This design comes from an exercise in tuning for small area, a short achievable clock period and few clock cycles on the open sky130 flow, not from production work.

## bfx_core
module bfx_core (
    input  wire         clk,
    input  wire         rst,
    input  wire         cmd_valid,
    output wire         cmd_ready,
    input  wire [127:0] cmd_hdr,
    input  wire         pay_valid,
    output wire         pay_ready,
    input  wire [7:0]   pay_data,
    output wire         rsp_valid,
    input  wire         rsp_ready,
    output wire [7:0]   rsp_status,
    output wire [31:0]  rsp_value,
    output wire [31:0]  rsp_rlen,
    output wire         res_valid,
    input  wire         res_ready,
    output wire [7:0]   res_data
);
    localparam [7:0] OP_WRAP        = 8'h01, OP_ALLOCATE     = 8'h02,
                     OP_REMAINING   = 8'h03, OP_FLIP         = 8'h04,
                     OP_GET_BITS    = 8'h10, OP_GET_BITS_AT  = 8'h11,
                     OP_GET_BYTES   = 8'h12, OP_GET_BYTES_AT = 8'h13,
                     OP_PUT_BITS    = 8'h20, OP_PUT_BITS_AT  = 8'h21,
                     OP_PUT_BYTES   = 8'h22, OP_PUT_BYTES_AT = 8'h23,
                     OP_PUT_INT     = 8'h24, OP_PUT_SHORT    = 8'h25,
                     OP_ARRAY       = 8'h30, OP_USED_ARRAY   = 8'h31,
                     OP_PICK_MIDDLE = 8'h40, OP_PICK_LEFT    = 8'h41,
                     OP_PICK_RIGHT  = 8'h42, OP_RIGHT_MASK   = 8'h43,
                     OP_LEFT_MASK   = 8'h44;
    localparam [2:0] ST_OK = 3'd0, ST_INVALID_ARG = 3'd1, ST_OUT_OF_RANGE = 3'd2,
                     ST_ILLEGAL = 3'd3, ST_NO_BUFFER = 3'd4, ST_CAPACITY = 3'd5;
    reg         valid;
    reg [5:0]   len;           
    reg [2:0]   cap3;          
    reg [2:0]   pad;           
    reg [8:0]   pos;           
    reg [255:0] store;
    reg         cmd_rdy;       
    reg         rsp_v;
  ...
Settings: LEC_CHECK=0, ABC_AREA=1, CAP_MARGIN=10, CORE_MARGIN=2, CORE_UTILIZATION=40, SETUP_SLACK_MARGIN=5, SLEW_MARGIN=10; clock period 10.0 ns.
standard.sh (not shown) runs the stock make flow with config.mk's settings and CLKGATE_MAP_FILE= SYNTH_SCRIPT=/design/flow/synth_recipe.tcl, a recipe that flattens the netlist after the stock synthesis.
==> flow/flow/run.sh <==
#!/bin/bash
# Layout flow: the standard ORFS flow (same synthesis script, same
# config.mk and SDC) with these changes:
#  - port buffers of sky130_fd_sc_hd__buf_2 instead of the default pick;
#  - CTS without dummy loads;
#  - cap and slew margins of 10 percent.
set -euo pipefail
W=$PWD
make -C "$FLOW_HOME" DESIGN_CONFIG="$FLOW_CONFIG" WORK_HOME="$W/orfs" CLKGATE_MAP_FILE= \
    SYNTH_SCRIPT="$W/synth_recipe.tcl" ABC_AREA=1 CAP_MARGIN=10 CORE_MARGIN=2 \
    CORE_UTILIZATION=40 SETUP_SLACK_MARGIN=6 SLEW_MARGIN=10 \
    BUFFER_PORTS_ARGS="-buffer_cell sky130_fd_sc_hd__buf_2" \
    CTS_ARGS="-sink_clustering_enable -repair_clock_nets -dont_use_dummy_load" \
    finish > "$W/make_finish.log" 2>&1
: # left out here: write the final layout as DEF
Next try:
--- a/flow/design.v
+++ b/flow/design.v
@@ -95,13 +95,14 @@
             2'd1:    cb = creg[15:8];
             2'd2:    cb = creg[23:16];
             default: cb = creg[31:24];
         endcase
     end
     wire [7:0]  tmask = ~(8'hFF >> chunk);
-    wire [7:0]  sral  = cb << (4'd8 - chunk);           
+    wire [2:0]  sr_sh = 3'd0 - bl[2:0];                  
+    wire [7:0]  sral  = cb << sr_sh;                     
     wire [7:0]  src8  = k_pay ? pay_data : sral;
     wire [15:0] d16   = {src8 & tmask, 8'h00} >> b;
     wire [15:0] m16   = {tmask, 8'h00} >> b;
     wire [15:0] mrg   = (win & ~m16) | d16;
     wire        pay_fire = pay_valid && pay_rdy;
     wire        wact     = ok_r && k_w && (bl != 9'd0) && !(c1 && k_at);
@@ -110,15 +111,15 @@
     wire [7:0]  we_v     = clr ? 8'h00 : (k[0] ? mrg[7:0]  : mrg[15:8]);
     wire [7:0]  wo_v     = clr ? 8'h00 : (k[0] ? mrg[15:8] : mrg[7:0]);
     wire [3:0]  nr_at    = (bl[2:0] == 3'd0) ? 4'd8 : {1'b0, bl[2:0]};
     wire [3:0]  p_delta  = wact ? chunk : (c1 && k_getat) ? nr_at : 4'd8;
     wire [3:0]  pn_lo    = {1'b0, ptr[2:0]} + p_delta[3:0];
     wire [8:0]  ptr_nx   = {ptr[8:3] + {5'd0, pn_lo[3]}, pn_lo[2:0]};
-    wire [9:0]  at_end  = {1'b0, ptr} + {1'b0, bl};
-    wire        at_in   = b_hi_z && (ptr[7:3] < len) && (at_end <= {1'b0, len8});
-    wire        at_abs  = (at_end + {7'd0, pad} <= {1'b0, len8});
+    wire [8:0]  at_end  = r_value;
+    wire        at_in   = b_hi_z && (ptr[7:3] < len) && (at_end <= len8);
+    wire        at_abs  = (at_end <= len8p);
     wire        at_bad  = c1 && k_at && ok_r && !(at_in && (at_abs || !k_w));
     wire        mv      = c1 && ok_r && k_seq;
     wire [8:0]  pos_add = pos + bl;
     wire [8:0]  pos_new = (c1 && ok_r && (k_wrap || k_alloc || k_flip)) ? 9'd0 :
                           mv ? pos_add : pos;
     wire [7:0]  op  = cmd_hdr[127:120];
@@ -287,12 +288,16 @@
     wire [7:0] s0       = store[255:248];
     wire [7:0] arr_mask = top_mask(cap3);
     wire [7:0] use_mask = top_mask(pos[2:0]);
     wire [7:0] lmask    = k_arr ? arr_mask : k_used ? use_mask : 8'hFF;
     wire [7:0] s0_arr   = s0 & ((len == 6'd1) ? arr_mask : 8'hFF);
     wire [7:0] s0_used  = s0 & ((used_len == 6'd1) ? use_mask : 8'hFF);
+    wire [4:0] as_lo    = {1'b0, B[3:0]} + {1'b0, a9[3:0]};
+    wire [4:0] as_h0    = B[8:4] + a9[8:4];
+    wire [4:0] as_h1    = B[8:4] + a9[8:4] + 5'd1;
+    wire [8:0] at_sum   = {as_lo[4] ? as_h1 : as_h0, as_lo[3:0]};
     wire [3:0] h_lo     = {1'b0, pos[2:0]} + {1'b0, a9[2:0]};
     wire       h_cy     = h_lo[3] || (a9[2:0] == 3'd0);
     wire [5:0] ph1      = pos[8:3] + 6'd1;
     assign cmd_ready  = cmd_rdy;
     assign pay_ready  = pay_rdy;
     assign rsp_valid  = rsp_v;
@@ -332,13 +337,13 @@
             big_gt   <= gt_full;
             res_v    <= (is_gbyt || is_arr || is_used) && (rlen != 6'd0);
             pay_rdy  <= is_pay && !c_z && !is_putat;
             k_at     <= is_getat || is_putat;
             b_hi_z   <= (B[31:8] == 24'd0);
             r_status <= status;
-            r_value  <= value;
+            r_value  <= (is_getat || is_putat) ? at_sum : value;
             r_rlen   <= rlen;
             creg     <= C;
             bl       <= is_wrap ? {C[5:0], 3'b000} : is_arr ? {len, 3'b000} :
                         is_used ? pos : a9;
             k_w      <= is_sput || is_pay;
             k_wrap   <= is_wrap;
@@ -402,15 +407,14 @@
                     ptr <= pos_new;
                 else begin
                     res_d <= w8 & ((bl_nx[8:4] == 5'd0) ? lmask : 8'hFF);
                     ptr   <= ptr_nx;
                 end
             end
-            if (c1 && k_getat) begin
-                if (!k_at_bytes)
-                    r_value <= {1'b0, rd_n};
+            if (c1 && k_at) begin
+                r_value <= (k_getat && !k_at_bytes) ? {1'b0, rd_n} : 9'd0;
                 res_d <= rd_n;
             end
             if (c1) begin
                 if (at_bad) begin
                     ok_r     <= 1'b0;
                     r_status <= ST_OUT_OF_RANGE;
The new run completed with no timing, DRC or antenna violations. Worst hold slack is better by 0.012 ns. Fmax went down by 3.2%. Sequential cell count does not change. Setup slack gets worse by 0.13 ns. First-iteration DRC count rose by 19%. Critical path depth grows by 3. Via count climbs by 1.1%.
No run of this note included a check of the RTL's function; only the layout flow was run.

[what the ideal ports hide]
Ports are ideal in the flow. The routed layouts listed here were re-timed in OpenROAD.
Step 1 assumes that a clkbuf_16 drives the clock port and a buf_2 every other input.
Step 2 moves the port delays by t, midway between the first and last clock arrival at a register: inputs arrive t later, outputs are due t later. That takes back most of the time a late clock gives input paths.
Slacks: ideal ports / drivers / drivers and shift; pairs: ideal ports / drivers.
| run | t, ns | slack for setup (ns) | hold slack, ns | worst setup path after step 2 | slew at the worst register clock pin (ns) |
|---|---|---|---|---|---|
| the first run | 0.620 | 5.920 / 5.920 / 5.442 | 0.493 / 0.493 / 0.493 | input to register | 0.06 / 0.06 |
| the second run | 0.627 | 5.786 / 5.786 / 5.467 | 0.505 / 0.505 / 0.505 | input to register | 0.06 / 0.06 |
After both steps every run listed still meets setup and hold. For the first run, which loses most, drivers alone change the setup slack by 0.000 ns; drivers and shift together by -0.478 ns.
